Source: an optimization exercise on an open RTL-to-GDS flow (aim: small area). Production flows keep margins and buffers that such runs may drop.
Function was checked by simulation only, so behaviour that the tests miss may differ from the original.
Power and IR drop assume default switching activity. The flow treats the clock pin as an ideal source, which a real chip does not have.

// dsrd_core
module dsrd_core (
    input  wire       clk,
    input  wire       rst,         
    input  wire       tick,        
    input  wire       rx_valid,    
    input  wire [7:0] rx_data,
    output reg        sck,         
    output reg        lat,         
    output reg        blank,       
    output reg        drv_rst,     
    output reg        sda,         
    output reg  [7:0] row          
);
    localparam [2:0] S_HOLD   = 3'd0,    
                     S_PULSE  = 3'd1,    
                     S_SETTLE = 3'd2,    
                     S_SHIFT  = 3'd3,    
                     S_LAT0   = 3'd4,    
                     S_LAT1   = 3'd5,    
                     S_BEND   = 3'd6,    
                     S_IDLE   = 3'd7;    
    reg  [2:0]  state;
    reg  [3:0]  bm;           
    reg  [3:0]  bd;
    reg         hi;           
    reg  [2:0]  rowcnt;
    reg  [2:0]  lag_lo;       
    reg  [12:0] lag_hi;
    reg         running;
    reg         bootf;        
    reg  [1:0]  cur_h, rx_h;    
    reg         next_v;
    reg         collecting;
    reg  [2:0]  wr_row;       
    reg  [4:0]  col_ptr;      
    reg         prev_rx;      
    reg         prev_pub;     
    reg  [4:0]  prev_lo;      
    reg  [1:0]  ph_f;         
    reg  [2:0]  ph_r;
    wire rx_go     = running && rx_valid;
    wire rx_sof    = rx_go && rx_data == 8'hFF;
    wire rx_store  = rx_go && rx_data != 8'hFF && collecting;
    wire publish   = rx_store && col_ptr == 5'd23 && wr_row == 3'd7;
    wire row_end   = (state == S_LAT1) && running;
    wire swap_req  = row_end && rowcnt == 3'd7;
    wire boot      = (state == S_BEND);
    wire [1:0] free_h     = 2'd3 - cur_h - rx_h;    
    wire [1:0] pub_next_h = publish ? rx_h   : free_h;
  ...
Size: ~6000 cells after synthesis, ~4900 flip-flops, roughly 25 I/O pins, ~110000 um^2 of cells after synthesis.
clock: 10.0 ns
lec_check: 0
cap_margin: 20
core_margin: 2
core_utilization: 45
cts_cluster_diameter: 120
cts_cluster_size: 30
place_density: 0.6
slew_margin: 20
standard.sh (not shown) runs the stock make flow with config.mk's settings and CLKGATE_MAP_FILE= SYNTH_SCRIPT=/design/flow/synth_recipe.tcl, a recipe that flattens the netlist after the stock synthesis.
==> flow/flow/run.sh <==
#!/bin/bash
# The standard layout (standard.sh, standard synthesis), with two changes:
# the clock tree is built without dummy loads and with its own clustering, and
# the port buffers are buf_1 cells. The ORFS output goes to standard.log.
set -e
export CTS_ARGS="-sink_clustering_enable -repair_clock_nets -sink_clustering_size 34 -sink_clustering_max_diameter 100 -dont_use_dummy_load -tree_buf sky130_fd_sc_hd__clkbuf_8"
export BUFFER_PORTS_ARGS="-buffer_cell sky130_fd_sc_hd__buf_1"
bash standard.sh > standard.log 2>&1
Then changed:
==> flow/flow/run.sh (replaced) <==
#!/bin/bash
# The standard layout (standard.sh, standard synthesis), with two changes:
# the clock tree is built without dummy loads and with its own clustering, and
# the port buffers are buf_1 cells. The ORFS output goes to standard.log.
set -e
export CTS_ARGS="-sink_clustering_enable -repair_clock_nets -sink_clustering_size 32 -sink_clustering_max_diameter 100 -dont_use_dummy_load -tree_buf sky130_fd_sc_hd__clkbuf_8"
export BUFFER_PORTS_ARGS="-buffer_cell sky130_fd_sc_hd__buf_1"
bash standard.sh > standard.log 2>&1
What happened:
- worst setup slack barely changes
- utilization hardly moves
- worst hold slack gains 0.0047 ns
- sequential power barely changes

## run 1
dsrd_core, a different RTL version from the one above (not shown whole).
For scale: about 6,000 cells after synthesis, about 4,900 flip-flops, ~25 I/O pins, ~110,000 µm² of cells after synthesis.
clock: 10.0 ns
lec_check: 0
cap_margin: 20
core_margin: 2
core_utilization: 50
cts_cluster_diameter: 120
cts_cluster_size: 30
place_density: 0.7
slew_margin: 20
==> flow/flow/run.sh <==
#!/bin/bash
# The standard layout (standard.sh, standard synthesis), with two changes:
# the clock tree is built without dummy loads and with its own clustering, and
# the port buffers are buf_1 cells. The ORFS output goes to standard.log.
set -e
export CTS_ARGS="-sink_clustering_enable -repair_clock_nets -sink_clustering_size 32 -sink_clustering_max_diameter 100 -dont_use_dummy_load -tree_buf sky130_fd_sc_hd__clkbuf_8"
export BUFFER_PORTS_ARGS="-buffer_cell sky130_fd_sc_hd__buf_1"
bash standard.sh > standard.log 2>&1
### run 1 -> run 2
# run 1
export LEC_CHECK = 0
export CAP_MARGIN = 20
export CORE_MARGIN = 2
export CORE_UTILIZATION = 50
export CTS_CLUSTER_DIAMETER = 120
export CTS_CLUSTER_SIZE = 30
export PLACE_DENSITY = 0.7
export SLEW_MARGIN = 20
create_clock -name core_clock -period 10.0 [get_ports {clk}]
# run 2
export LEC_CHECK = 0
export CAP_MARGIN = 20
export CORE_MARGIN = 2
export CORE_UTILIZATION = 45
export CTS_CLUSTER_DIAMETER = 120
export CTS_CLUSTER_SIZE = 30
export GPL_TIMING_DRIVEN = 0
export PLACE_DENSITY = 0.6
export SLEW_MARGIN = 20
create_clock -name core_clock -period 10.0 [get_ports {clk}]
[summary]
Run 2 vs run 1: post-detailed-route wirelength per cell down by a few percent. Re number of vias per cell: run 1 and run 2 aren't equal, and the lower value belongs to run 2. From run 1 to run 2 the numbers moved as follows: smallest setup slack after layout decreased 720 ps; post-synthesis to final-layout area growth picked up an extra 1.1 points; non-clock buffer count in the final layout went up by 94; pre-CTS setup slack now smaller; wire length higher. Relative to run 1, the logic gate share of total power of run 2 is higher by 0.2 points. Share of the final layout cell area in multi-input gates: run 2 vs run 1, no meaningful difference. Compare run 1 and run 2 | number of diodes lower: run 2.
For run 3, these inputs were changed with respect to run 2:
# run 2
export LEC_CHECK = 0
export CAP_MARGIN = 20
export CORE_MARGIN = 2
export CORE_UTILIZATION = 45
export CTS_CLUSTER_DIAMETER = 120
export CTS_CLUSTER_SIZE = 30
export GPL_TIMING_DRIVEN = 0
export PLACE_DENSITY = 0.6
export SLEW_MARGIN = 20
create_clock -name core_clock -period 10.0 [get_ports {clk}]
# run 3
export LEC_CHECK = 0
export CAP_MARGIN = 20
export CORE_MARGIN = 2
export CORE_UTILIZATION = 45
export CTS_CLUSTER_DIAMETER = 120
export CTS_CLUSTER_SIZE = 30
export PLACE_DENSITY = 0.6
export SLEW_MARGIN = 20
create_clock -name core_clock -period 10.0 [get_ports {clk}]
==> results.txt <==
- Re minimum hold slack: run 2 and run 3 aren't equal, and the higher value belongs to run 2.
- Run 2 and run 3 ended up with nearly the same power.
- Run 3 against run 2: met3 demand-to-capacity share in global routing dropped 0.16 points, global-route wire length before repair dropped about 1.5%, wire length barely changed, number of nets produced by synthesis closely matched the old numbers, worst reg2reg path depth down 2.
- Run 2 → run 3: largest incremental delay on the critical path grew by 390 ps, number of antenna violations at the first check in global routing grew by 8.
- Summary of run 3 over run 2: non-clock buffer count went down 94, period utilization went down 7.5 points.
Here is what was changed in the inputs of run 4 compared with run 3.
==> flow/run.sh (new file) <==
#!/bin/bash
# synth_recipe.tcl (not shown) runs the flow's synth.tcl, then flattens the netlist and writes it again
# the make line also repeats each setting of config.mk as NAME=value (left out here)
make -C /OpenROAD-flow-scripts/flow DESIGN_CONFIG=/design/flow/config.mk WORK_HOME=/design/flow/orfs CLKGATE_MAP_FILE= SYNTH_SCRIPT=/design/flow/synth_recipe.tcl finish
removed: flow/flow/run.sh
removed: flow/standard.sh
[summary]
- Diff run 3 -> run 4: fraction of area in non-clock buffers barely changed, number of buffers inserted during clock tree synthesis climbed 8, number of global-route vias before repair climbed 408.
- The number of fill cells in the layout was comparable across run 3 and run 4.
- Run 4 and run 3 ended up with roughly the same share of cell area taken by multi-input logic gates.
- When run 4 is set beside run 3, its final instance area turns out to be 980 µm² larger.
- Run 4 vs run 3 on clock skew: run 4 is the lower one.
- Between run 4 and run 3, it is run 4 whose worst setup slack is lower, by 280 ps.
- Cell count: run 4 > run 3

## run A
dsrd_core, a different RTL version from the one above (not shown whole).
Size: about 4,900 flip-flops, roughly 25 I/O pins.
make LEC_CHECK=0 CAP_MARGIN=20 CORE_MARGIN=2 CORE_UTILIZATION=45 PLACE_DENSITY=0.6 SLEW_MARGIN=20 finish   # period 10.0 ns
run.sh (not shown) runs the stock make flow with config.mk's settings and CLKGATE_MAP_FILE= SYNTH_SCRIPT=/design/flow/synth_recipe.tcl, a recipe that flattens the netlist after the stock synthesis.
Stock flow here: none of the scripts above is used.
#### Input delta (run B over run A)
# run A
export LEC_CHECK = 0
export CAP_MARGIN = 20
export CORE_MARGIN = 2
export CORE_UTILIZATION = 45
export PLACE_DENSITY = 0.6
export SLEW_MARGIN = 20
create_clock -name core_clock -period 10.0 [get_ports {clk}]
# run B
export LEC_CHECK = 0
export ABC_AREA = 1
export CAP_MARGIN = 20
export CORE_MARGIN = 2
export CORE_UTILIZATION = 45
export CTS_CLUSTER_DIAMETER = 120
export CTS_CLUSTER_SIZE = 30
export PLACE_DENSITY = 0.6
export SLEW_MARGIN = 20
create_clock -name core_clock -period 10.0 [get_ports {clk}]
Results
Number of cells produced by synthesis for run B is higher than for run A.
Length in cells of the worst reg-to-reg path | run B above run A
Run A ended up with met4 as its highest metal layer with signal wires; run B ended up with met5.
Run B: total number of cells along the worst setup path lower than run A
On setup total negative slack, run A tracks run B almost exactly.
Synthesis-to-layout area growth: run B < run A
Setup slack in run B is smaller than in run A.
Inputs modified between run B and run C:
# run B
export LEC_CHECK = 0
export ABC_AREA = 1
export CAP_MARGIN = 20
export CORE_MARGIN = 2
export CORE_UTILIZATION = 45
export CTS_CLUSTER_DIAMETER = 120
export CTS_CLUSTER_SIZE = 30
export PLACE_DENSITY = 0.6
export SLEW_MARGIN = 20
create_clock -name core_clock -period 10.0 [get_ports {clk}]
# run C
export LEC_CHECK = 0
export CAP_MARGIN = 20
export CORE_MARGIN = 2
export CORE_UTILIZATION = 45
export CTS_CLUSTER_DIAMETER = 120
export CTS_CLUSTER_SIZE = 30
export PLACE_DENSITY = 0.6
export SLEW_MARGIN = 20
create_clock -name core_clock -period 10.0 [get_ports {clk}]
Results
Wire length on met2 of run C falls short of that of run B by a few percent.
Run B has a lower fraction of area in registers than run C.
Met1 track utilization from global routing: run C < run B
Between run C and run B, the difference in utilization is negligible.
In run C relative to run B, total power had gone down slightly.
Run C: no failed stages, no open violations at the end
Of the two values seen for uppermost layer routed, met4 was produced by run C and met5 by run B.
Highest clock frequency the design can meet of run C is on par with run B.
Run C vs run B on highest fanout seen on the critical path: run C is the higher one.
In run C relative to run B, final instance count without filler cells had gone down by a little under 10%.
Changes in run D relative to run C:
# run C
export LEC_CHECK = 0
export CAP_MARGIN = 20
export CORE_MARGIN = 2
export CORE_UTILIZATION = 45
export CTS_CLUSTER_DIAMETER = 120
export CTS_CLUSTER_SIZE = 30
export PLACE_DENSITY = 0.6
export SLEW_MARGIN = 20
create_clock -name core_clock -period 10.0 [get_ports {clk}]
# run D
export LEC_CHECK = 0
export CAP_MARGIN = 20
export CORE_MARGIN = 2
export CORE_UTILIZATION = 45
export CTS_BUF_LIST = sky130_fd_sc_hd__clkbuf_8
export CTS_CLUSTER_SIZE = 30
export PLACE_DENSITY = 0.6
export SLEW_MARGIN = 20
create_clock -name core_clock -period 10.0 [get_ports {clk}]
Notes after the runs:
- Run D against run C: number of antenna violations at the first check in global routing rose 1; clock power share rose 12 points; die area about even; wire length rose about 6%; wire length of the first global-routing pass rose 7.4%.
- The more densely filled core belongs to run D, not run C.
- End point of the critical path: rowbuf[177]$_DFFE_PP_ -> run C, rowbuf[169]$_DFFE_PP_ -> run D
- Compared with run C, run D shows final instance area that has gone up by a little under 10%.

==> what the ideal ports hide <==
No port has a modelled driver above. Below, the same layouts with a new extraction and two added sets of constraints.
Step 1: set_driving_cell puts a clkbuf_16 on clk and a buf_2 on each other input, an assumption about the parent block.
Step 2 moves the port delays by t, midway between the first and last clock arrival at a register: inputs arrive t later, outputs are due t later. That takes back most of the time a late clock gives input paths.
Three values: ideal, step 1, step 2; two values: the first two.
run | shift t [ns] | setup WS [ns] | clock arrival spread, ns
the first run of note 1 | 0.924 | 5.138 / 5.191 / 4.267 | 0.182 / 0.182
the second run of note 1 | 0.913 | 5.136 / 5.191 / 4.278 | 0.181 / 0.181
run 1 | 0.926 | 5.145 / 5.208 / 4.282 | 0.120 / 0.120
run 2 | 0.921 | 4.429 / 4.492 / 3.571 | 0.139 / 0.139
run 3 | 0.901 | 5.180 / 5.244 / 4.343 | 0.178 / 0.178
run 4 | 0.928 | 4.899 / 4.960 / 4.032 | 0.037 / 0.038
run A | 1.006 | 4.971 / 5.025 / 4.019 | 0.072 / 0.072
run B | 0.904 | 4.888 / 4.946 / 4.042 | 0.071 / 0.071
run C | 0.915 | 4.894 / 4.950 / 4.036 | 0.045 / 0.045
run D | 1.122 | 5.055 / 5.104 / 3.982 | 0.082 / 0.082
After both steps setup and hold are still met in every run listed. The setup slack of run D, which loses most, moves by +0.049 ns with the drivers and by -1.073 ns with both steps.
